Source: an optimization exercise on an open RTL-to-GDS flow (aim: small area). Production flows keep margins and buffers that such runs may drop.
RTL that was checked went through simulation tests only; none was proved equivalent to the original.
No activity file was given, so power comes from the tool's default toggle rates.

Design tm1628_ctrl, start of the top module:
module tm1628_ctrl (
    input  wire       clk,
    input  wire       rst,
    input  wire       req_valid,
    output wire       req_ready,
    input  wire [7:0] req_data,
    output wire       rsp_valid,
    input  wire       rsp_ready,
    output reg  [7:0] rsp_data,
    output wire       stb,
    output wire       sclk,
    output wire       dio_out,
    output wire       dio_oe,
    input  wire       dio_in
);
    localparam O_CHAR2SEG = 5'b00000, O_RENDER   = 5'b00001, O_DECODE   = 5'b00010,
               O_PUSHKEY  = 5'b00011, O_GETBRT   = 5'b00100, O_GETMODE  = 5'b00101,
               O_POPKEY   = 5'b00110, O_SHOWKEYS = 5'b00111,
               O_SENDCMD  = 5'b01000, O_SENDBYTE = 5'b01001, O_READBYTE = 5'b01010,
               O_SCANKEYS = 5'b01011, O_INITSEQ  = 5'b01100, O_SETBRT   = 5'b01101,
               O_SETMODE  = 5'b01110,
               O_WRREG    = 5'b10000, O_WRRAWB   = 5'b10001, O_WRRAW    = 5'b10011,
               O_WRGRID   = 5'b11000, O_SETTXT   = 5'b11001, O_CLRKEYS  = 5'b11010,
               O_UNKNOWN  = 5'b11111;
    localparam K_SB = 3'd0, K_RB = 3'd1, K_CMD = 3'd2, K_WR = 3'd3, K_SCAN = 3'd4;
    localparam M_TAG  = 3'd0, M_ARG  = 3'd1, M_LEN0 = 3'd2, M_LEN1 = 3'd3,
  ...
Size in the first run: about 1400 cells after synthesis, roughly 370 flip-flops, roughly 16000 um2 of cells after synthesis.
export LEC_CHECK = 0
export CAP_MARGIN = 20
export CORE_MARGIN = 2
export CORE_UTILIZATION = 60
export SLEW_MARGIN = 20
create_clock -name core_clock -period 10.0 [get_ports {clk}]
standard.sh (not shown) runs the stock make flow with config.mk's settings and CLKGATE_MAP_FILE= SYNTH_SCRIPT=/design/flow/synth_recipe.tcl, a recipe that flattens the netlist after the stock synthesis.
==> flow/flow/run.sh <==
#!/bin/bash
# Standard layout, with these changes to how it is made: the ABC mapping
# script favours area over delay, the port buffers are buf_1, and clock tree
# synthesis inserts no dummy loads.
set -euo pipefail
work=$(pwd)
rm -rf "$work/scripts"
cp -r "$FLOW_HOME/scripts" "$work/scripts"
cp "$work/flow/abc.script" "$work/scripts/abc_speed.script"
cts="-sink_clustering_enable -repair_clock_nets -sink_clustering_size 20 -sink_clustering_max_diameter 60 -buf_list sky130_fd_sc_hd__clkbuf_8 -dont_use_dummy_load"
bash "$work/standard.sh" "SCRIPTS_DIR=$work/scripts" "CTS_ARGS=$cts" \
    "BUFFER_PORTS_ARGS=-inputs -outputs -buffer_cell sky130_fd_sc_hd__buf_1" finish > "$work/flow_make.log" 2>&1
==> flow/flow/abc.script <==
&get -n
&st
&dch -f
&nf -R 1000 -p
&put
mfs2
&get -n
&st
&dch -f
&nf -R 1000 -p
&put
topo
The first run finished clean.
Next try:
==> flow/flow/run.sh (replaced) <==
#!/bin/bash
# Standard layout, with these changes to how it is made: ABC maps the whole
# logic (adders included) with an area-oriented script, the port buffers are
# buf_1, and clock tree synthesis inserts no dummy loads.
set -euo pipefail
work=$(pwd)
rm -rf "$work/scripts"
cp -r "$FLOW_HOME/scripts" "$work/scripts"
cp "$work/flow/abc.script" "$work/scripts/abc_speed.script"
cts="-sink_clustering_enable -repair_clock_nets -sink_clustering_size 16 -sink_clustering_max_diameter 50 -buf_list sky130_fd_sc_hd__clkbuf_8 -dont_use_dummy_load"
bash "$work/standard.sh" "SCRIPTS_DIR=$work/scripts" "ADDER_MAP_FILE=" "CTS_ARGS=$cts" \
    "BUFFER_PORTS_ARGS=-inputs -outputs -buffer_cell sky130_fd_sc_hd__buf_1" finish > "$work/flow_make.log" 2>&1
==> flow/flow/abc.script (replaced) <==
&get -n
&st
&dch -f
&nf -R 1000 -p
&put
mfs2
&get -n
&st
&dch -f
&nf -R 1000 -p
&put
mfs2
&get -n
&st
&dch -f
&nf -R 1000 -p
&put
topo
--- a/flow/config.mk
+++ b/flow/config.mk
@@ -8,4 +8,4 @@
 export CAP_MARGIN = 20
 export CORE_MARGIN = 2
-export CORE_UTILIZATION = 60
+export CORE_UTILIZATION = 40
 export SLEW_MARGIN = 20
Effect: Maximum frequency falls by a few percent. Clock skew grows by 0.016 ns. Utilization is lower by 20 points. Power is higher slightly. Via count climbs slightly. Clock power increases by about a fifth. Cell count goes up by a little under a tenth. Hold slack is better by 0.018 ns. Non-clock buffer count goes up by 4. Area after synthesis came out lower by a few percent. Routed wire length grows by a few percent.
No run of this note included a check of the RTL's function; only the layout flow was run.

---

Another version of the RTL of tm1628_ctrl (not shown whole).
Size: roughly 1300 cells after synthesis, about 27 I/O pins, about 15000 um^2 of cells after synthesis.
clock: 10.0 ns
lec_check: 0
cap_margin: 20
core_margin: 2
core_utilization: 60
gpl_timing_driven: 0
slew_margin: 20
==> flow/flow/run.sh <==
#!/bin/bash
# Standard layout, with these changes to how it is made: ABC maps the whole
# logic (adders included) with an area-oriented script, the port buffers are
# buf_1, and clock tree synthesis inserts no dummy loads.
set -euo pipefail
work=$(pwd)
rm -rf "$work/scripts"
cp -r "$FLOW_HOME/scripts" "$work/scripts"
cp "$work/flow/abc.script" "$work/scripts/abc_speed.script"
cts="-sink_clustering_enable -repair_clock_nets -sink_clustering_size 18 -sink_clustering_max_diameter 45 -buf_list {sky130_fd_sc_hd__clkbuf_8 sky130_fd_sc_hd__clkbuf_16} -dont_use_dummy_load"
bash "$work/standard.sh" "SCRIPTS_DIR=$work/scripts" "ADDER_MAP_FILE=" "CTS_ARGS=$cts" \
    "BUFFER_PORTS_ARGS=-inputs -outputs -buffer_cell sky130_fd_sc_hd__buf_1" finish > "$work/flow_make.log" 2>&1
==> flow/flow/abc.script <==
&get -n
&st
&dch -f
&nf -R 1000 -p
&put
mfs2
&get -n
&st
&dch -f
&nf -R 1000 -p
&put
mfs2
&get -n
&st
&dch -f
&nf -R 1000 -p
&put
topo
The baseline completed with no timing, DRC or antenna violations.
Next try:
--- a/flow/flow/run.sh
+++ b/flow/flow/run.sh
@@ -10 +10 @@
-cts="-sink_clustering_enable -repair_clock_nets -sink_clustering_size 18 -sink_clustering_max_diameter 45 -buf_list {sky130_fd_sc_hd__clkbuf_8 sky130_fd_sc_hd__clkbuf_16} -dont_use_dummy_load"
+cts="-sink_clustering_enable -repair_clock_nets -sink_clustering_size 18 -sink_clustering_max_diameter 60 -buf_list sky130_fd_sc_hd__clkbuf_8 -dont_use_dummy_load"
==> flow/flow/abc.script (replaced) <==
&get -n
&st
&dch -f
&nf -R 1000 -p -F 10 -A 6 -C 24
&put
mfs2
&get -n
&st
&dch -f
&nf -R 1000 -p -F 10 -A 6 -C 24
&put
mfs2
&get -n
&st
&dch -f
&nf -R 1000 -p -F 10 -A 6 -C 24
&put
mfs2
&get -n
&st
&dch -f
&nf -R 1000 -p -F 10 -A 6 -C 24
&put
topo
- CORE_UTILIZATION: 60 -> 40
- GPL_TIMING_DRIVEN: 0 -> not set
Effect: The changed run produced a clean layout. First-iteration DRC count came out lower by a little under a tenth. Die area went up by well over a third. Fmax climbs by a little under a tenth. Worst setup slack improved by 0.56 ns. Total power is lower by roughly a tenth. Routed wire length hardly moves. Cell area shrinks by a few percent. Cell count went up by a few percent.
Next try:
--- a/flow/flow/run.sh
+++ b/flow/flow/run.sh
@@ -10 +10 @@
-cts="-sink_clustering_enable -repair_clock_nets -sink_clustering_size 18 -sink_clustering_max_diameter 60 -buf_list sky130_fd_sc_hd__clkbuf_8 -dont_use_dummy_load"
+cts="-sink_clustering_enable -repair_clock_nets -sink_clustering_size 16 -sink_clustering_max_diameter 40 -buf_list sky130_fd_sc_hd__clkbuf_8 -dont_use_dummy_load"
- CORE_UTILIZATION: 40 -> 60
=> Die area came out lower by a quarter to a third. Area after synthesis does not change. Total power came out higher by a few percent. Core utilization came out higher by 22 points. Cell count came out lower by a little under a tenth.
Next try:
--- a/flow/flow/run.sh
+++ b/flow/flow/run.sh
@@ -10 +10 @@
-cts="-sink_clustering_enable -repair_clock_nets -sink_clustering_size 16 -sink_clustering_max_diameter 40 -buf_list sky130_fd_sc_hd__clkbuf_8 -dont_use_dummy_load"
+cts="-sink_clustering_enable -repair_clock_nets -sink_clustering_size 20 -sink_clustering_max_diameter 60 -buf_list sky130_fd_sc_hd__clkbuf_8 -dont_use_dummy_load"
- CORE_UTILIZATION: 60 -> 70
Result: Final area shrinks by 1.7%. Synthesized cell count stays the same. Non-clock buffer count grows by 2. Synthesized area does not change. Setup slack is better by 0.041 ns. Utilization grows by 9.3 points. Wire length stays flat. Fmax grows by 0.64%.

---

tm1628_ctrl, a different RTL version from the one above (not shown whole).
Size in the first run: about 2,000 cells after synthesis, about 370 flip-flops, roughly 27 I/O pins.
export LEC_CHECK = 0
export ABC_AREA = 1
export CAP_MARGIN = 20
export CORE_MARGIN = 2
export CORE_UTILIZATION = 40
export CTS_BUF_LIST = sky130_fd_sc_hd__clkbuf_8
export CTS_CLUSTER_DIAMETER = 50
export CTS_CLUSTER_SIZE = 16
export SLEW_MARGIN = 20
create_clock -name core_clock -period 10.0 [get_ports {clk}]
run.sh (not shown) runs the stock make flow with config.mk's settings and CLKGATE_MAP_FILE= SYNTH_SCRIPT=/design/flow/synth_recipe.tcl, a recipe that flattens the netlist after the stock synthesis.
Stock flow here: none of the scripts above is used.
Rerun with:
==> flow/flow/run.sh (new file) <==
#!/bin/bash
# Standard layout, with two changes to how it is made: the ABC mapping script
# favours area over delay, and clock tree synthesis inserts no dummy loads.
set -euo pipefail
work=$(pwd)
rm -rf "$work/scripts"
cp -r "$FLOW_HOME/scripts" "$work/scripts"
cp "$work/flow/abc.script" "$work/scripts/abc_speed.script"
cts="-sink_clustering_enable -repair_clock_nets -sink_clustering_size 16 -sink_clustering_max_diameter 50 -buf_list sky130_fd_sc_hd__clkbuf_8 -dont_use_dummy_load"
bash "$work/standard.sh" "SCRIPTS_DIR=$work/scripts" "CTS_ARGS=$cts" finish > "$work/flow_make.log" 2>&1
==> flow/flow/abc.script (new file) <==
&get -n
&st
&dch -f
&nf -R 1000 -p
&put
mfs2
&get -n
&st
&dch -f
&nf -R 1000 -p
&put
topo
==> flow/standard.sh (new file) <==
#!/bin/bash
# synth_recipe.tcl (not shown) runs the flow's synth.tcl, then flattens the netlist and writes it again
# the make line also repeats each setting of config.mk as NAME=value (left out here)
make -C /OpenROAD-flow-scripts/flow DESIGN_CONFIG=/design/flow/config.mk WORK_HOME=/design/flow/orfs CLKGATE_MAP_FILE= SYNTH_SCRIPT=/design/flow/synth_recipe.tcl "${@:-finish}"
- ABC_AREA: 1 -> unset
- CTS_BUF_LIST: sky130_fd_sc_hd__clkbuf_8 -> unset
- CTS_CLUSTER_DIAMETER: 50 -> unset
- CTS_CLUSTER_SIZE: 16 -> unset
removed: flow/run.sh
Outcome:
- The changed run completed without violations
- first-iteration DRC count grows by a few percent
- total power fell by roughly a tenth
- clock power went down by a quarter to a third
- setup slack improved by 400 ps
- clock-buffer cell count drops by 4
- die area shrinks by a little under a tenth
- fmax went up by a few percent
- global-route usage came out lower by 1.7 points
- critical path depth drops by 6
- cell count fell by about a fifth

---

== run 1 ==
tm1628_ctrl with an RTL version that a note above also has.
For scale: ~1,300 cells after synthesis, roughly 370 flip-flops, roughly 27 I/O pins, ~15,000 um^2 of cells after synthesis.
Design tm1628_ctrl, start of the top module:
module tm1628_ctrl (
    input  wire       clk,
    input  wire       rst,
    input  wire       req_valid,
    output wire       req_ready,
    input  wire [7:0] req_data,
    output wire       rsp_valid,
    input  wire       rsp_ready,
    output reg  [7:0] rsp_data,
    output wire       stb,
    output wire       sclk,
    output wire       dio_out,
    output wire       dio_oe,
    input  wire       dio_in
);
Settings: LEC_CHECK=0, CAP_MARGIN=5, CORE_MARGIN=2, CORE_UTILIZATION=60, SLEW_MARGIN=5; clock period 10.0 ns.
standard.sh (not shown) runs the stock make flow with config.mk's settings and CLKGATE_MAP_FILE= SYNTH_SCRIPT=/design/flow/synth_recipe.tcl, a recipe that flattens the netlist after the stock synthesis.
==> flow/flow/run.sh <==
#!/bin/bash
# Standard layout, with these changes to how it is made: ABC maps the whole
# logic (adders included) with an area-oriented script, the port buffers are
# buf_1, and clock tree synthesis inserts no dummy loads.
set -euo pipefail
work=$(pwd)
rm -rf "$work/scripts"
cp -r "$FLOW_HOME/scripts" "$work/scripts"
cp "$work/flow/abc.script" "$work/scripts/abc_speed.script"
cts="-sink_clustering_enable -repair_clock_nets -sink_clustering_size 18 -sink_clustering_max_diameter 60 -buf_list sky130_fd_sc_hd__clkbuf_8 -dont_use_dummy_load"
bash "$work/standard.sh" "SCRIPTS_DIR=$work/scripts" "ADDER_MAP_FILE=" "CTS_ARGS=$cts" \
    "BUFFER_PORTS_ARGS=-inputs -outputs -buffer_cell sky130_fd_sc_hd__buf_1" finish > "$work/flow_make.log" 2>&1
==> flow/flow/abc.script <==
&get -n
&st
&dch -f
&nf -R 1000 -p -F 10 -A 6 -C 24
&put
mfs2
&get -n
&st
&dch -f
&nf -R 1000 -p -F 10 -A 6 -C 24
&put
mfs2
&get -n
&st
&dch -f
&nf -R 1000 -p -F 10 -A 6 -C 24
&put
mfs2
&get -n
&st
&dch -f
&nf -R 1000 -p -F 10 -A 6 -C 24
&put
topo
The final layout from run 1, which completed every stage, passed the timing, design-rule and antenna checks at the end of the flow.
#### Input delta (run 2 over run 1)
Settings: CORE_UTILIZATION changed from 60 to 40; SLEW_MARGIN changed from 5 to 20; CAP_MARGIN changed from 5 to 20.
--- a/flow/flow/run.sh
+++ b/flow/flow/run.sh
@@ -10 +10 @@
-cts="-sink_clustering_enable -repair_clock_nets -sink_clustering_size 18 -sink_clustering_max_diameter 60 -buf_list sky130_fd_sc_hd__clkbuf_8 -dont_use_dummy_load"
+cts="-sink_clustering_enable -repair_clock_nets -sink_clustering_size 16 -sink_clustering_max_diameter 50 -buf_list sky130_fd_sc_hd__clkbuf_8 -dont_use_dummy_load"
Results
As far as area after synthesis goes, run 1 and run 2 are indistinguishable; the numbers are identical.
Per the comparison of run 2 with run 1, clock latency reported for the late side of the worst-skew pair shrank by 0.02 ns; total power of the final layout grew by about 2.6%; number of standard cells in the layout, taps in and fillers out grew by 9.0%; part of the total power dissipated in combinational logic shrank by 0.3 points.
The delay of the slowest critical-path stage on run 2 is in line with that on run 1.
Setup changes, run 2 to run 3
Settings: CORE_UTILIZATION: 40 -> 60.
--- a/flow/flow/run.sh
+++ b/flow/flow/run.sh
@@ -10 +10 @@
-cts="-sink_clustering_enable -repair_clock_nets -sink_clustering_size 16 -sink_clustering_max_diameter 50 -buf_list sky130_fd_sc_hd__clkbuf_8 -dont_use_dummy_load"
+cts="-sink_clustering_enable -repair_clock_nets -sink_clustering_size 18 -sink_clustering_max_diameter 60 -buf_list sky130_fd_sc_hd__clkbuf_8 -dont_use_dummy_load"
Results
- Against run 2, final instance area in run 3 fell slightly.
- Summary of run 3 over run 2: global-route usage over all layers climbed 8.7 points, clock buffer count from CTS dropped 17%.
- Between run 2 and run 3, the pre-CTS worst setup slack does not differ in any meaningful way.
- Relative to run 2, the met3 layer wire length in the routed design of run 3 is higher by 5.0%.
- Between run 2 and run 3, instance area after placement decreased.
- Cmp run 3 vs run 2: sequential portion of the cell area higher in run 3
- Run 2 → run 3: met1 demand-to-capacity share in global routing went up 13 points, power lower.

---

tm1628_ctrl, a different RTL version from the one above (not shown whole).
For scale: about 1,300 cells after synthesis, roughly 370 flip-flops, roughly 0.015 sq mm of cells after synthesis.
// tm1628_ctrl
module tm1628_ctrl (
    input  wire       clk,
    input  wire       rst,
    input  wire       req_valid,
    output wire       req_ready,
    input  wire [7:0] req_data,
    output wire       rsp_valid,
    input  wire       rsp_ready,
    output reg  [7:0] rsp_data,
    output wire       stb,
    output wire       sclk,
    output wire       dio_out,
    output wire       dio_oe,
    input  wire       dio_in
);
==> flow/config.mk <==
export PLATFORM = sky130hd
export DESIGN_NAME = tm1628_ctrl
export DESIGN_NICKNAME = tm1628_ctrl
export VERILOG_FILES = /design/flow/design.v
export SDC_FILE = /design/flow/constraint.sdc
export NUM_CORES = 4
export LEC_CHECK = 0
export CAP_MARGIN = 20
export CORE_MARGIN = 2
export CORE_UTILIZATION = 72
export GPL_TIMING_DRIVEN = 0
export SLEW_MARGIN = 20
==> flow/constraint.sdc <==
create_clock -name core_clock -period 10.0 [get_ports {clk}]
set_input_delay 2.0000 -clock core_clock [delete_from_list [all_inputs] [get_ports {clk}]]
set_output_delay 2.0000 -clock core_clock [all_outputs]
set_load 0.01 [all_outputs]
==> flow/flow/run.sh <==
#!/bin/bash
# Standard layout, with these changes to how it is made: ABC maps the whole
# logic (adders included) with an area-oriented script, the port buffers are
# buf_1, and clock tree synthesis inserts no dummy loads.
set -euo pipefail
work=$(pwd)
rm -rf "$work/scripts"
cp -r "$FLOW_HOME/scripts" "$work/scripts"
cp "$work/flow/abc.script" "$work/scripts/abc_speed.script"
cts="-sink_clustering_enable -repair_clock_nets -sink_clustering_size 16 -sink_clustering_max_diameter 40 -buf_list sky130_fd_sc_hd__clkbuf_8 -dont_use_dummy_load"
bash "$work/standard.sh" "SCRIPTS_DIR=$work/scripts" "ADDER_MAP_FILE=" "CTS_ARGS=$cts" \
    "BUFFER_PORTS_ARGS=-inputs -outputs -buffer_cell sky130_fd_sc_hd__buf_1" finish > "$work/flow_make.log" 2>&1
==> flow/flow/abc.script <==
&get -n
&st
&dch -f
&nf -R 1000 -p
&put
mfs2
&get -n
&st
&dch -f
&nf -R 1000 -p
&put
mfs2
&get -n
&st
&dch -f
&nf -R 1000 -p
&put
topo
The starting point completed with no timing, DRC or antenna violations.
Edit:
- CORE_UTILIZATION: 72 -> 60
- GPL_TIMING_DRIVEN: 0 -> unset
What happened:
- The new run completed without violations
- synthesized area does not change
- maximum frequency came out higher by a few percent
- hold slack improved by 0.014 ns
- count of clock-buffer cells in the layout came out higher by 3

==> what the ideal ports hide <==
In the flow no input, the clock included, has a driving cell. The finished layouts below were timed again as built, in two steps.
Step 1, drivers: a clkbuf_16 drives clk and a buf_2 each remaining input, both assumed.
Step 2 also shifts input and output timing later by t, the mid clock arrival at the registers, as if the neighbouring blocks saw the same clock.
Slacks: ideal ports / drivers / drivers and shift; pairs: ideal ports / drivers.
run | shift t [ns] | setup WS [ns] | latest minus earliest clock arrival (ns)
the first run of note 1 | 0.615 | 3.472 / 3.426 / 3.994 | 0.059 / 0.059
the second run of note 1 | 0.582 | 3.263 / 3.215 / 3.652 | 0.080 / 0.079
the first run of note 2 | 0.548 | 3.060 / 3.007 / 3.555 | 0.068 / 0.068
the second run of note 2 | 0.628 | 3.624 / 3.578 / 4.143 | 0.095 / 0.096
the third run of note 2 | 0.576 | 3.621 / 3.577 / 4.153 | 0.076 / 0.076
the fourth run of note 2 | 0.605 | 3.662 / 3.617 / 4.221 | 0.053 / 0.053
the first run of note 3 | 0.637 | 2.348 / 2.295 / 2.933 | 0.041 / 0.041
the second run of note 3 | 0.597 | 2.746 / 2.700 / 3.297 | 0.064 / 0.063
run 1 | 0.617 | 3.554 / 3.507 / 4.124 | 0.084 / 0.084
run 2 | 0.588 | 3.648 / 3.601 / 4.174 | 0.092 / 0.092
run 3 | 0.621 | 3.541 / 3.497 / 4.119 | 0.095 / 0.095
the first run of note 5 | 0.597 | 2.919 / 2.872 / 3.469 | 0.090 / 0.090
the second run of note 5 | 0.574 | 3.136 / 3.092 / 3.666 | 0.081 / 0.081
After both steps every run listed still meets setup and hold.
